This design comes from an exercise in tuning for small area on the open sky130 flow, not from production work.
In this exercise RTL edits were held to simulation tests only and were not proved equivalent to the original.
No activity file was given, so power comes from the tool's default toggle rates.

==> delta: inputs <==
## hesch_cpu
module hesch_cpu (
    input  wire       clk,
    input  wire       rst,
    output wire [7:0] mem_addr,
    input  wire [7:0] mem_rdata,
    output wire       mem_we,
    output wire [7:0] mem_wdata,
    output wire       out_valid,
    output wire [7:0] out_data,
    output wire       halted,
    output wire       fault
);
    localparam [1:0] S_INIT = 2'd0, S_R1 = 2'd1, S_R2MOV = 2'd2, S_R2JMP = 2'd3;
    reg [1:0] state;
    reg [2:0] phase;
    reg       halted_q;
    reg       fault_q;
    reg       cy;       
    reg       pc_cy;    
    reg [7:0] ra, rb, rc, rd, rbank, rpc;
    reg [7:0] mar;
    reg [7:1] t;        
    wire first = (phase == 3'd0);
    wire last  = (phase == 3'd7);
    wire init  = (state == S_INIT);
    wire r1    = (state == S_R1);
    wire r2mov = (state == S_R2MOV);
    wire r2jmp = (state == S_R2JMP);
    wire [3:0] op   = mem_rdata[3:0];
    wire [1:0] f_r1 = mem_rdata[7:6];
    wire [1:0] f_r2 = mem_rdata[5:4];
    wire [3:0] dst  = mem_rdata[7:4];
    wire [2:0] src  = mem_rdata[2:0];
    wire pc_cin = first ? 1'b1 : pc_cy;
    wire inc    = rpc[0] ^ pc_cin;
    wire o_ser = mem_rdata[phase];
    wire       spec_src = r2jmp || (r2mov && src[2] && src[1:0] != 2'd2);
    wire [1:0] rsel = r2mov ? {src[1] & ~src[2], src[0]} : f_r1;
    reg x_reg, y, x1;
    always @(*) begin
        case (rsel)
            2'd0: x_reg = ra[0];
            2'd1: x_reg = rb[0];
            2'd2: x_reg = rc[0];
            default: x_reg = rd[0];
        endcase
        case (f_r2)
            2'd0: y = ra[0];
            2'd1: y = rb[0];
            2'd2: y = rc[0];
            default: y = rd[0];
        endcase
        case (f_r1)
            2'd0: x1 = ra[1];
            2'd1: x1 = rb[1];
            2'd2: x1 = rc[1];
            default: x1 = rd[1];
        endcase
    end
    wire x_spec = (r2mov && src[1]) ? rbank[0] : ((r2jmp || src[0]) ? o_ser : inc);
    wire x = spec_src ? x_spec : x_reg;
  ...
==> module hesch_cpu, before the edit <==
module hesch_cpu (
    input  wire       clk,
    input  wire       rst,
    output wire [7:0] mem_addr,
    input  wire [7:0] mem_rdata,
    output wire       mem_we,
    output wire [7:0] mem_wdata,
    output wire       out_valid,
    output wire [7:0] out_data,
    output wire       halted,
    output wire       fault
);
    localparam [1:0] S_INIT = 2'd0, S_R1 = 2'd1, S_R2MOV = 2'd2, S_R2JMP = 2'd3;
    reg [1:0] state;
    reg [2:0] phase;
    reg       halted_q;
    reg       fault_q;
    reg       cy;       
    reg       pc_cy;    
    reg [7:0] ra, rb, rc, rd, rbank, rpc;
    reg [7:0] mar;
    reg [7:1] t;        
    wire first = (phase == 3'd0);
    wire last  = (phase == 3'd7);
    wire init  = (state == S_INIT);
    wire r1    = (state == S_R1);
    wire r2mov = (state == S_R2MOV);
    wire r2jmp = (state == S_R2JMP);
    wire [3:0] op   = mem_rdata[3:0];
    wire [1:0] f_r1 = mem_rdata[7:6];
    wire [1:0] f_r2 = mem_rdata[5:4];
    wire [3:0] dst  = mem_rdata[7:4];
    wire [2:0] src  = mem_rdata[2:0];
    wire pc_cin = first ? 1'b1 : pc_cy;
    wire inc    = rpc[0] ^ pc_cin;
    wire o_ser = mem_rdata[phase];
    wire       spec_src = r2jmp || (r2mov && src[2] && src[1:0] != 2'd2);
    wire [1:0] rsel = r2mov ? {src[1] & ~src[2], src[0]} : f_r1;
    reg x_reg, y, x1;
    always @(*) begin
        case (rsel)
            2'd0: x_reg = ra[0];
            2'd1: x_reg = rb[0];
            2'd2: x_reg = rc[0];
            default: x_reg = rd[0];
        endcase
        case (f_r2)
            2'd0: y = ra[0];
            2'd1: y = rb[0];
            2'd2: y = rc[0];
            default: y = rd[0];
        endcase
        case (f_r1)
            2'd0: x1 = ra[1];
            2'd1: x1 = rb[1];
            2'd2: x1 = rc[1];
            default: x1 = rd[1];
        endcase
    end
    wire x_spec = (r2mov && src[1]) ? rbank[0] : ((r2jmp || src[0]) ? o_ser : inc);
    wire x = spec_src ? x_spec : x_reg;
    wire sub   = (op[2:0] == 3'd1);
    wire addsub = (op[2:1] == 2'b00);
    wire yi    = y ^ sub;
    wire k     = (op[2:0] == 3'd3) || (addsub && (first ? sub : cy));
    wire maj   = (x & yi) | (x & k) | (yi & k);
    wire sum   = x ^ yi ^ k;
    reg alu;
    always @(*) begin
        case (op[2:0])
            3'd2, 3'd3: alu = maj;
            3'd6:       alu = !first && t[7];
            3'd7:       alu = !last && x1;
            default:    alu = sum;
        endcase
    end
    wire val = r1 ? alu : x;
    wire       wreg = (r1 && !op[3] && op[2:0] != 3'd5) || (r2mov && dst[3:2] == 2'b00);
    wire [1:0] widx = r2mov ? dst[1:0] : f_r1;
    wire [3:0] reg_we;
    assign reg_we[0] = wreg && widx == 2'd0;
    assign reg_we[1] = wreg && widx == 2'd1;
    assign reg_we[2] = wreg && widx == 2'd2;
    assign reg_we[3] = wreg && widx == 2'd3;
    wire bank_we = r2mov && (dst == 4'd7);
    wire pc_we   = r2jmp || (r2mov && dst == 4'd4);
    wire ins_a    = !init && (reg_we[0] ? val : ra[0]);
    wire ins_b    = !init && (reg_we[1] ? val : rb[0]);
    wire ins_c    = !init && (reg_we[2] ? val : rc[0]);
    wire ins_d    = !init && (reg_we[3] ? val : rd[0]);
    wire ins_bank = !init && (bank_we ? val : rbank[0]);
    wire ins_pc   = !init && (pc_we ? val : inc);
    wire put = r2mov && last && !halted_q;
    assign mem_we    = put && (dst == 4'd5) && (src != 3'd5);
    assign out_valid = put && (dst == 4'd9);
    assign mem_wdata = {x, t};
    assign out_data  = {x, t};
    assign mem_addr  = mar;
    assign halted    = halted_q;
    assign fault     = fault_q;
    wire stop = r1 && op[3] && op[2] && (op[1] || op[0]);
    always @(posedge clk) begin
        ra    <= {ins_a, ra[7:1]};
        rb    <= {ins_b, rb[7:1]};
        rc    <= {ins_c, rc[7:1]};
        rd    <= {ins_d, rd[7:1]};
        rbank <= {ins_bank, rbank[7:1]};
        rpc   <= {ins_pc, rpc[7:1]};
        t     <= {x, t[7:2]};
        cy    <= maj;
        pc_cy <= rpc[0] & pc_cin;
        if (last)
            mar <= {ins_pc, rpc[7:1]};
        if (rst) begin
            state    <= S_INIT;
            phase    <= 3'd0;
            halted_q <= 1'b0;
            fault_q  <= 1'b0;
        end else begin
            phase <= phase + 3'd1;
            if (last) begin
                if (r1 && op == 4'd8)      state <= S_R2MOV;
                else if (r1 && op == 4'd9) state <= S_R2JMP;
                else                       state <= S_R1;
            end
            if (!halted_q) begin
                halted_q <= stop;
                fault_q  <= stop && op[3:1] == 3'b111;
            end
        end
    end
endmodule
Settings: LEC_CHECK=0, ABC_AREA=1, CAP_MARGIN=20, CORE_MARGIN=2, CORE_UTILIZATION=40, PLACE_DENSITY=0.6, SLEW_MARGIN=20; clock period 10.0 ns.
standard.sh (not shown) runs the stock make flow with config.mk's settings and CLKGATE_MAP_FILE= SYNTH_SCRIPT=/design/flow/synth_recipe.tcl, a recipe that flattens the netlist after the stock synthesis.
==> flow/flow/run.sh <==
#!/bin/bash
# The standard layout, with the smallest buffer on the ports and a clock
# tree of small buffers without dummy loads.
set -euo pipefail
bash standard.sh \
  BUFFER_PORTS_ARGS="-buffer_cell sky130_fd_sc_hd__buf_1" \
  CTS_ARGS="-sink_clustering_enable -repair_clock_nets -dont_use_dummy_load -buf_list sky130_fd_sc_hd__clkbuf_4 -sink_clustering_size 24 -sink_clustering_max_diameter 100" \
  finish > standard.log 2>&1
==> fjord: changes against delta <==
--- a/flow/flow/run.sh
+++ b/flow/flow/run.sh
@@ -1,5 +1,15 @@
 #!/bin/bash
-# The standard layout, with the smallest buffer on the ports and a clock
-# tree of small buffers without dummy loads.
+# The standard synthesis; then the combinational logic re-mapped for area
+# and set to the smallest drive strengths; then the standard layout with
+# the smallest buffer on the ports and a clock tree of small buffers without
+# dummy loads. Each tool's output goes to a log of its own here.
 set -euo pipefail
+here=$(pwd)
+res=$here/orfs/results/$FLOW_PLATFORM/hesch_cpu/base
+bash standard.sh synth > synth.log 2>&1
+dont_use=$(sed -n '/^export DONT_USE_CELLS += \\/,/^#/p' "$FLOW_HOME/platforms/sky130hd/config.mk" | grep -o 'sky130_fd_sc_hd__[a-z0-9_]*' | tr '\n' ' ')
+python3 flow/libfilter.py "$FLOW_HOME/platforms/sky130hd/lib/sky130_fd_sc_hd__tt_025C_1v80.lib" "$here/filtered.lib" $dont_use > libfilter.log 2>&1
+mkdir -p "$here/restructure"
+ODB=$res/1_synth.odb SDC=$res/1_synth.sdc DONT_USE="$dont_use" FILTERED_LIB=$here/filtered.lib RESTRUCTURE_DIR=$here/restructure \
+  openroad -no_init -exit flow/resynth.tcl > resynth.log 2>&1
 bash standard.sh \
==> flow/flow/libfilter.py (new file) <==
# Copy a liberty file without the named cells.
import re, sys
src, dst = sys.argv[1], sys.argv[2]
drop = set(sys.argv[3:])
t = open(src).read()
out = []
pos = 0
for m in re.finditer(r'\n\s*cell\s*\(\s*"?([\w$]+)"?\s*\)\s*\{', t):
    if m.start() < pos:
        continue
    if m.group(1) not in drop:
        continue
    depth = 0
    i = t.index('{', m.start())
    while True:
        c = t[i]
        if c == '{':
            depth += 1
        elif c == '}':
            depth -= 1
            if depth == 0:
                break
        i += 1
    out.append(t[pos:m.start()])
    pos = i + 1
out.append(t[pos:])
open(dst, 'w').write(''.join(out))
==> flow/flow/resynth.tcl (new file) <==
# Re-map the synthesized netlist's combinational logic for area with ABC
# (OpenROAD's restructure), then give every combinational cell its smallest
# drive strength. Registers are left as synthesis made them.
set lib $::env(FLOW_HOME)/platforms/sky130hd/lib/sky130_fd_sc_hd__tt_025C_1v80.lib
read_lef $::env(FLOW_HOME)/platforms/sky130hd/lef/sky130_fd_sc_hd.tlef
read_lef $::env(FLOW_HOME)/platforms/sky130hd/lef/sky130_fd_sc_hd_merged.lef
read_liberty $lib
read_db $::env(ODB)
read_sdc $::env(SDC)
source $::env(FLOW_HOME)/platforms/sky130hd/setRC.tcl
set_dont_use $::env(DONT_USE)
report_design_area
remove_buffers
report_design_area
restructure -target area -liberty_file $::env(FILTERED_LIB) \
  -tielo_port sky130_fd_sc_hd__conb_1/LO -tiehi_port sky130_fd_sc_hd__conb_1/HI \
  -work_dir $::env(RESTRUCTURE_DIR)
report_design_area

set db [ord::get_db]
set n 0
foreach inst [[ord::get_db_block] getInsts] {
  set m [[$inst getMaster] getName]
  if { [regexp {^(sky130_fd_sc_hd__[a-z0-9]+)_([0-9]+)$} $m -> base drive] && $drive > 1 } {
    if { [string match *df* $base] || [string match *clk* $base] || [string match *dly* $base] } { continue }
    set nm [$db findMaster ${base}_1]
    if { $nm ne "NULL" && [$inst swapMaster $nm] } { incr n }
  }
}
puts "downsized $n cells"
report_design_area
write_db $::env(ODB)
==> nickel: changes against delta <==
--- a/flow/design.v
+++ b/flow/design.v
@@ -36,12 +36,22 @@
     wire o_ser = mem_rdata[phase];
-    wire       spec_src = r2jmp || (r2mov && src[2] && src[1:0] != 2'd2);
-    wire [1:0] rsel = r2mov ? {src[1] & ~src[2], src[0]} : f_r1;
-    reg x_reg, y, x1;
+    reg [2:0] xsel;
     always @(*) begin
-        case (rsel)
-            2'd0: x_reg = ra[0];
-            2'd1: x_reg = rb[0];
-            2'd2: x_reg = rc[0];
-            default: x_reg = rd[0];
+        if (r2jmp)      xsel = 3'd5;
+        else if (r2mov) xsel = src;
+        else            xsel = {1'b0, f_r1};
+    end
+    reg x;
+    always @(*) begin
+        case (xsel)
+            3'd0, 3'd6: x = ra[0];
+            3'd1:       x = rb[0];
+            3'd2:       x = rc[0];
+            3'd3:       x = rd[0];
+            3'd4:       x = inc;
+            3'd5:       x = o_ser;
+            default:    x = rbank[0];
         endcase
+    end
+    reg y, x1;
+    always @(*) begin
         case (f_r2)
@@ -59,10 +69,7 @@
     end
-    wire x_spec = (r2mov && src[1]) ? rbank[0] : ((r2jmp || src[0]) ? o_ser : inc);
-    wire x = spec_src ? x_spec : x_reg;
-    wire sub   = (op[2:0] == 3'd1);
-    wire addsub = (op[2:1] == 2'b00);
-    wire yi    = y ^ sub;
-    wire k     = (op[2:0] == 3'd3) || (addsub && (first ? sub : cy));
-    wire maj   = (x & yi) | (x & k) | (yi & k);
-    wire sum   = x ^ yi ^ k;
+    wire sub = (op[2:0] == 3'd1);
+    wire yi  = y ^ sub;
+    wire cin = first ? sub : cy;
+    wire sum = x ^ yi ^ cin;
+    wire cout = (x & yi) | (x & cin) | (yi & cin);
     reg alu;
@@ -70,6 +77,9 @@
         case (op[2:0])
-            3'd2, 3'd3: alu = maj;
-            3'd6:       alu = !first && t[7];
-            3'd7:       alu = !last && x1;
-            default:    alu = sum;
+            3'd0, 3'd1: alu = sum;
+            3'd2:       alu = x & y;
+            3'd3:       alu = x | y;
+            3'd4:       alu = x ^ y;
+            3'd6:       alu = first ? 1'b0 : t[7];
+            3'd7:       alu = last ? 1'b0 : x1;
+            default:    alu = x;
         endcase
@@ -77,9 +87,9 @@
     wire val = r1 ? alu : x;
-    wire       wreg = (r1 && !op[3] && op[2:0] != 3'd5) || (r2mov && dst[3:2] == 2'b00);
-    wire [1:0] widx = r2mov ? dst[1:0] : f_r1;
+    wire alu_we = r1 && !op[3] && (op[2:0] != 3'd5);
+    wire mov_reg = r2mov && (dst[3:2] == 2'b00);
     wire [3:0] reg_we;
-    assign reg_we[0] = wreg && widx == 2'd0;
-    assign reg_we[1] = wreg && widx == 2'd1;
-    assign reg_we[2] = wreg && widx == 2'd2;
-    assign reg_we[3] = wreg && widx == 2'd3;
+    assign reg_we[0] = (alu_we && f_r1 == 2'd0) || (mov_reg && dst[1:0] == 2'd0);
+    assign reg_we[1] = (alu_we && f_r1 == 2'd1) || (mov_reg && dst[1:0] == 2'd1);
+    assign reg_we[2] = (alu_we && f_r1 == 2'd2) || (mov_reg && dst[1:0] == 2'd2);
+    assign reg_we[3] = (alu_we && f_r1 == 2'd3) || (mov_reg && dst[1:0] == 2'd3);
     wire bank_we = r2mov && (dst == 4'd7);
@@ -100,3 +110,3 @@
     assign fault     = fault_q;
-    wire stop = r1 && op[3] && op[2] && (op[1] || op[0]);
+    wire stop = r1 && (op == 4'd13 || op[3:1] == 3'b111);
     always @(posedge clk) begin
@@ -109,3 +119,3 @@
         t     <= {x, t[7:2]};
-        cy    <= maj;
+        cy    <= cout;
         pc_cy <= rpc[0] & pc_cin;
==> flow/run.sh (new file) <==
#!/bin/bash
# synth_recipe.tcl (not shown) runs the flow's synth.tcl, then flattens the netlist and writes it again
# the make line also repeats each setting of config.mk as NAME=value (left out here)
make -C /OpenROAD-flow-scripts/flow DESIGN_CONFIG=/design/flow/config.mk WORK_HOME=/design/flow/orfs CLKGATE_MAP_FILE= SYNTH_SCRIPT=/design/flow/synth_recipe.tcl finish
- ABC_AREA: 1 -> unset
removed: flow/flow/run.sh
removed: flow/standard.sh
==> run notes <==
| metric | delta | nickel | fjord |
|---|---|---|---|
| Starting utilization of the core area | 41.3% | 41.1% | 42.0% |
| Non-clk buf share | 5.21% | 11.8% | 5.91% |
| Total of clock buffers placed in the layout | 9 | 12 | 9 |
| Final weighted congestion of routability-driven global placement | 0.870 | 0.822 | 0.888 |
| Sequential share of the synthesized area | 62.5% | 58.9% | - |
| Floorplan row count | 28 | 29 | 26 |
| Proportion of cell area occupied by multi-input gates | 26.7% | 29.1% | 22.9% |
| Net count of the finished layout | 298 | 274 | 247 |
| Share of the clock period used by the worst path after layout | 51.8% | 64.9% | 58.4% |
| Complex-gate fraction of the synthesized area | 8.07% | 11.9% | - |
| CP max FO | 7 | 15 | 12 |
| Relative contribution of the clock network to total power | 26.3% | 43.0% | 27.2% |
| Die X | 82 µm | 84.3 µm | 77.7 µm |
| Simple-Gate Fraction of Synth Area | 18.0% | 16.8% | - |
| Power density cells | 167 nW/µm² | 177 nW/µm² | 180 nW/µm² |
| Clock-pin slew on the worst setup and hold paths | 0.09 ns | 0.07 ns | 0.12 ns |
| Synthesized cell area | 2430 µm² | 2580 µm² | 2170 µm² |
| Run status | finished clean | finished clean | finished clean |

separate check: timing with driven ports:
The flow's constraints put no driver on any port. The routed layouts listed below were extracted and timed again, unchanged, in two steps. Step 1, drivers: a clkbuf_16 drives clk and a buf_2 each remaining input, both assumed. Step 2, shift: input delay + t, output delay - t, t = (earliest + latest rising clock arrival at the registers) / 2. This alone moves slack from input paths to output paths. Slacks: ideal ports / drivers / drivers and shift; pairs: ideal ports / drivers.
run	t, ns	setup slack, ns	worst setup path at the end
delta	0.407	4.817 / 4.791 / 4.791	input to output
fjord	0.401	4.161 / 4.137 / 4.137	input to output
nickel	0.360	3.513 / 3.483 / 3.483	input to output
After both steps setup and hold are still met in every run listed. The setup slack of nickel, which loses most, moves by -0.030 ns with the drivers and by -0.030 ns with both steps.
